Background: an optimization exercise with open tools, aiming at small area, a short achievable clock period and few clock cycles. Do not read the settings as production practice.
Function was checked by simulation only, so behaviour that the tests miss may differ from the original.
Power and IR drop assume default switching activity.

// rate_matcher_engine
module rate_matcher_engine (
    input  wire         clk,
    input  wire         rst,
    input  wire         cfg_valid,
    output wire         cfg_ready,
    input  wire [46:0]  cfg_data,
    input  wire         in_valid,
    output wire         in_ready,
    input  wire [127:0] in_data,
    input  wire         in_last,
    output wire         out_valid,
    input  wire         out_ready,
    output wire [127:0] out_data,
    output wire         out_last,
    output wire [2:0]   err_code
);
    localparam [1:0] S_AWAIT = 2'd0,
                     S_RECV  = 2'd1,
                     S_EMIT  = 2'd2;
    localparam [1:0] M_FETCH = 2'd0,
                     M_PB    = 2'd1,
                     M_DBL   = 2'd2;
    localparam integer NU = 142;    
    reg  [1:0]   state;
    reg  [3:0]   count;
    reg  [2:0]   err;
    reg  [3:0]   scnt;
    reg  [15:0]  inlen;
    reg  [15:0]  outlen;
    reg  [1:0]   rv;
  ...
For scale: about 22,000 cells after synthesis, ~2,400 flip-flops, roughly 320 I/O pins, roughly 0.16 mm² of cells after synthesis.
==> flow/config.mk <==
export PLATFORM = sky130hd
export DESIGN_NAME = rate_matcher_engine
export DESIGN_NICKNAME = rate_matcher_engine
export VERILOG_FILES = /design/flow/design.v
export SDC_FILE = /design/flow/constraint.sdc
export NUM_CORES = 4
export LEC_CHECK = 0
export ABC_AREA = 1
export CAP_MARGIN = 30
export CORE_MARGIN = 2
export CORE_UTILIZATION = 30
export PLACE_DENSITY = 0.38
export SLEW_MARGIN = 35
==> flow/constraint.sdc <==
create_clock -name core_clock -period 20.0 [get_ports {clk}]
set_input_delay 4.0000 -clock core_clock [delete_from_list [all_inputs] [get_ports {clk}]]
set_output_delay 4.0000 -clock core_clock [all_outputs]
set_load 0.01 [all_outputs]
standard.sh (not shown) runs the stock make flow with config.mk's settings and CLKGATE_MAP_FILE= SYNTH_SCRIPT=/design/flow/synth_recipe.tcl, a recipe that flattens the netlist after the stock synthesis.
==> flow/flow/run.sh <==
#!/bin/bash
# Standard layout, with two changes to how it is made:
#  - global routing uses flow/fastroute.tcl (layer capacities, see there);
#  - the port buffers are sky130_fd_sc_hd__buf_2 cells.
# make's full output goes to flow_make.log in the work folder; each ORFS
# step keeps its own log under orfs/logs.
set -euo pipefail
bash standard.sh \
  "FASTROUTE_TCL=$PWD/flow/fastroute.tcl" \
  "BUFFER_PORTS_ARGS=-buffer_cell sky130_fd_sc_hd__buf_2" \
  finish > flow_make.log 2>&1
==> flow/flow/fastroute.tcl <==
# Global-routing layer capacities: keep most signal wiring off met1/met2,
# which the cell pins and power rails crowd, and use the upper layers.
set_global_routing_layer_adjustment met1 0.55
set_global_routing_layer_adjustment met2 0.35
set_global_routing_layer_adjustment met3 0.2
set_global_routing_layer_adjustment met4 0.2
set_global_routing_layer_adjustment met5 0.2

set_routing_layers -clock met3-met5
set_routing_layers -signal met1-met5
Testbench counts at the start, summed over its fixed seeds: cycles 12,132.
Edit:
--- a/flow/design.v
+++ b/flow/design.v
@@ -67,13 +67,13 @@
             16'd19008, 16'd21120, 16'd23232, 16'd25344:
                 c_bg1 = 1'b1;
             default:
                 c_bg1 = 1'b0;
         endcase
     end
-    wire [6:0]  nq        = nl * qm;
+    reg  [6:0]  nq;          
     wire        bad_inlen = (inlen == 16'd0);
     wire        short_in  = (inlen > 16'd1408);
     wire        bad_nq    = (nq == 7'd0);
     wire        bad       = bad_inlen || short_in || bad_nq;
     wire [2:0]  bad_code  = bad_inlen ? 3'd2 : (short_in ? 3'd3 : 3'd2);
     wire [6:0]  ncw = bg1 ? 7'd66 : 7'd50;
@@ -182,15 +182,13 @@
             else if (a >= {2'b00, n})      a = a - {2'b00, n};
             rstepq = a[10:0];
         end
     endfunction
     wire [7:0] qs1 = qstep(qrem,      qsh[15], nq);
     wire [7:0] qs2 = qstep(qs1[6:0],  qsh[14], nq);
-    wire [7:0] qs3 = qstep(qs2[6:0],  qsh[13], nq);
-    wire [7:0] qs4 = qstep(qs3[6:0],  qsh[12], nq);
-    wire [3:0] qnib = {qs1[7], qs2[7], qs3[7], qs4[7]};
+    wire [1:0] qnib = {qs1[7], qs2[7]};
     wire [10:0] rrh = rstepq(rr,  qf[{rp, 1'b1}], nlm, ncb);
     wire [10:0] rrn = rstepq(rrh, qf[{rp, 1'b0}], nlm, ncb);
     function [10:0] rstep1;
         input [10:0] r;
         input        b;
         input [10:0] n;
@@ -218,36 +216,40 @@
             zr   <= {1'b0, cfg_data[10:5]};
             d32r <= 11'd0;
             dqr  <= 11'd0;
         end else begin
             if (scnt != 4'd15)
                 scnt <= scnt + 4'd1;
-            if (scnt >= 4'd1 && scnt <= 4'd4) begin
-                qrem <= qs4[6:0];
-                qsh  <= {qsh[11:0], 4'b0000};
+            if (scnt >= 4'd1 && scnt <= 4'd8) begin
+                qrem <= qs2[6:0];
+                qsh  <= {qsh[13:0], 2'b00};
                 case (scnt[2:0])
-                    3'd1:    qf[15:12] <= qnib;
-                    3'd2:    qf[11:8]  <= qnib;
-                    3'd3:    qf[7:4]   <= qnib;
-                    default: qf[3:0]   <= qnib;
+                    3'd1:    qf[15:14] <= qnib;
+                    3'd2:    qf[13:12] <= qnib;
+                    3'd3:    qf[11:10] <= qnib;
+                    3'd4:    qf[9:8]   <= qnib;
+                    3'd5:    qf[7:6]   <= qnib;
+                    3'd6:    qf[5:4]   <= qnib;
+                    3'd7:    qf[3:2]   <= qnib;
+                    default: qf[1:0]   <= qnib;
                 endcase
             end
             if (scnt == 4'd1) begin
-                rp     <= (qnib[3:2] != 2'b00) ? 3'd7 : 3'd6;
+                rp     <= 3'd7;
                 rr_run <= 1'b1;
             end
             cst <= 1'b0;
             if (rr_run) begin
                 rr <= rrn;
                 rp <= rp - 3'd1;
                 if (rp == 3'd0) begin
                     rr_run <= 1'b0;
                     cst    <= 1'b1;
                 end
             end
-            if (scnt == 4'd5)
+            if (scnt == 4'd9)
                 e_len <= outlen - {9'd0, qrem};
             if (scnt >= 4'd1 && scnt <= 4'd8)
                 dqr  <= rstep1(dqr, dq[4'd8 - scnt], ncb);
             if (scnt >= 4'd1 && scnt <= 4'd5) begin
                 if (zt >= {1'b0, ncw}) begin
                     zr <= zt - {1'b0, ncw};
@@ -579,12 +581,13 @@
                 S_AWAIT: begin
                     if (cfg_xfer) begin
                         inlen  <= cfg_data[15:0];
                         outlen <= cfg_data[31:16];
                         rv     <= cfg_data[33:32];
                         nl     <= cfg_data[36:34];
+                        nq     <= cfg_data[36:34] * cfg_data[40:37];
                         qm     <= cfg_data[40:37];
                         ncb    <= c_ncb;
                         bg1    <= c_bg1;
                         err    <= 3'd0;
                         count  <= 4'd0;
                         out_full <= 1'b0;
Outcome:
- count of clock-buffer cells in the layout is lower by 3
- utilization is lower by 0.12 points
- first-iteration DRC count is lower by about 1.5%
- combinational power is higher by 27%
- non-clock buffer count is lower by 29
- sequential cell count is higher by 7
Testbench counts after the change, summed over its fixed seeds: cycles 12,269.

==> static timing again, ports no longer ideal <==
The flow's constraints put no driver on any port. The routed layouts listed below were extracted and timed again, unchanged, in two steps.
Step 1, drivers: a clkbuf_16 drives clk and a buf_2 each remaining input, both assumed.
Step 2, shift: input delay + t, output delay - t, t = (earliest + latest rising clock arrival at the registers) / 2. This alone moves slack from input paths to output paths.
Three values: ideal, step 1, step 2; two values: the first two.
| run | t, ns | slack for setup (ns) | worst hold slack (ns) | worst setup path after step 2 |
|---|---|---|---|---|
| the first run | 1.198 | 8.872 / 8.872 / 8.872 | 0.417 / 0.417 / 0.417 | register to register |
| the second run | 1.178 | 10.281 / 10.281 / 10.281 | 0.402 / 0.402 / 0.402 | register to register |
After both steps setup and hold are still met in every run listed.
